What follows belongs to an exercise in optimizing a design on an open flow for small area; a production flow would make more cautious choices. In this exercise RTL edits were held to simulation tests only and were not proved equivalent to the original. No activity file was given, so power comes from the tool's default toggle rates.

## dcs_decoder
module dcs_decoder (
    input  wire        clk,
    input  wire        rst_n,
    input  wire [15:0] cfg_alpha,
    input  wire [25:0] cfg_spb,
    input  wire        in_valid,
    output wire        in_ready,
    input  wire [15:0] in_sample,
    output reg         out_valid,
    output wire        out_bnd,
    output wire        out_bit,
    output reg         out_found,
    output wire [8:0]  out_code,
    output wire        out_inv,
    output reg         out_event
);
==> flow/config.mk <==
export PLATFORM = sky130hd
export DESIGN_NAME = dcs_decoder
export DESIGN_NICKNAME = dcs_decoder
export VERILOG_FILES = /design/flow/design.v
export SDC_FILE = /design/flow/constraint.sdc
export NUM_CORES = 4
export LEC_CHECK = 0
export ABC_AREA = 1
export CAP_MARGIN = 20
export CORE_MARGIN = 2
export CORE_UTILIZATION = 65
export CTS_BUF_LIST = sky130_fd_sc_hd__clkbuf_8
export CTS_CLUSTER_DIAMETER = 80
export CTS_CLUSTER_SIZE = 16
export PLACE_DENSITY = 0.75
export SLEW_MARGIN = 20
export SYNTH_MEMORY_MAX_BITS = 65536
==> flow/constraint.sdc <==
create_clock -name core_clock -period 15.0 [get_ports {clk}]
set_input_delay 3.0000 -clock core_clock [delete_from_list [all_inputs] [get_ports {clk}]]
set_output_delay 3.0000 -clock core_clock [all_outputs]
set_load 0.01 [all_outputs]
standard.sh (not shown) runs the stock make flow with config.mk's settings and CLKGATE_MAP_FILE= SYNTH_SCRIPT=/design/flow/synth_recipe.tcl, a recipe that flattens the netlist after the stock synthesis.
==> flow/flow/run.sh <==
#!/bin/bash
# Layout flow: the standard flow (standard.sh, the standard synthesis and
# ORFS steps) with one change: the port buffers that global placement inserts
# on every input and output are the platform's smallest buffer (buf_1)
# instead of the cell buffer_ports picks by default. The full make output is
# in flow_make.log; each ORFS step's log is under orfs/logs/.
set -euo pipefail
bash standard.sh "BUFFER_PORTS_ARGS=-buffer_cell sky130_fd_sc_hd__buf_1" finish > flow_make.log 2>&1
The first run ran to the end with no violations.
Then changed:
--- a/flow/config.mk
+++ b/flow/config.mk
@@ -11,2 +11,2 @@
-export CORE_UTILIZATION = 65
-export CTS_BUF_LIST = sky130_fd_sc_hd__clkbuf_8
+export CORE_UTILIZATION = 50
+export CTS_BUF_LIST = sky130_fd_sc_hd__clkbuf_4 sky130_fd_sc_hd__clkbuf_8 sky130_fd_sc_hd__clkbuf_16
@@ -15 +15 @@
-export PLACE_DENSITY = 0.75
+export PLACE_DENSITY = 0.6
The new run finished with timing, DRC and antenna clean. Die area came out higher by 29%. Cell count went up by 3.0%. Core utilization drops by 14 points. Power grows by 13%. Design area goes up by 2.5%.
Then changed:
--- a/flow/config.mk
+++ b/flow/config.mk
@@ -11,2 +11,2 @@
-export CORE_UTILIZATION = 50
-export CTS_BUF_LIST = sky130_fd_sc_hd__clkbuf_4 sky130_fd_sc_hd__clkbuf_8 sky130_fd_sc_hd__clkbuf_16
+export CORE_UTILIZATION = 80
+export CTS_BUF_LIST = sky130_fd_sc_hd__clkbuf_8
@@ -15 +15 @@
-export PLACE_DENSITY = 0.6
+export PLACE_DENSITY = 0.88
Effect:
- The new run went through all stages and came out clean
- register-to-register slack degrades by 40 ps
- sequential share of layout area goes up by 0.99 points
- worst hold slack improves by 11 ps
- flip-flop and latch count is unchanged
Then changed:
--- a/flow/config.mk
+++ b/flow/config.mk
@@ -11 +11 @@
-export CORE_UTILIZATION = 80
+export CORE_UTILIZATION = 50
@@ -13,3 +13 @@
-export CTS_CLUSTER_DIAMETER = 80
-export CTS_CLUSTER_SIZE = 16
-export PLACE_DENSITY = 0.88
+export PLACE_DENSITY = 0.6
Outcome: Final cell count climbs by about 8%; final area climbs by 4.9%; via count drops by about 8%; hold slack gets worse by 13 ps; count of clock-buffer cells in the layout climbs by 33; utilization drops by 29 points; power climbs by 17%.
Then changed:
--- a/flow/config.mk
+++ b/flow/config.mk
@@ -12,0 +13,2 @@
+export CTS_CLUSTER_DIAMETER = 80
+export CTS_CLUSTER_SIZE = 16
Effect:
- The changed run passed the timing, design-rule and antenna checks
- synthesized area stays the same
- worst setup slack got worse by 19 ps
- clock skew fell by 3.5 ps
- design area fell by 3.5%
- utilization fell by 2.0 points

-- what the ideal ports hide --
The flow's constraints put no driver on any port. The routed layouts listed below were extracted and timed again, unchanged, in two steps. Step 1, drivers: a clkbuf_16 drives clk and a buf_2 each remaining input, both assumed. Step 2, shift: input delay + t, output delay - t, t = (earliest + latest rising clock arrival at the registers) / 2. This alone moves slack from input paths to output paths. a / b / c = no drivers / after step 1 / after step 2; a / b = the first two.
run	shift t [ns]	setup slack, ns	worst setup path after step 2	worst slew at a driven data input, ns
the first run	0.562	0.532 / 0.542 / -0.020	input to register	0.07
the second run	0.550	0.587 / 0.616 / 0.066	input to register	0.07
the third run	0.589	0.421 / 0.443 / -0.146	input to register	0.08
the fourth run	0.595	0.631 / 0.656 / 0.061	input to register	0.06
the fifth run	0.574	0.612 / 0.637 / 0.063	input to register	0.07
With both steps, setup timing fails in the first run and the third run, where it was met with ideal ports. The setup slack of the fourth run, which loses most, moves by +0.025 ns with the drivers and by -0.570 ns with both steps.
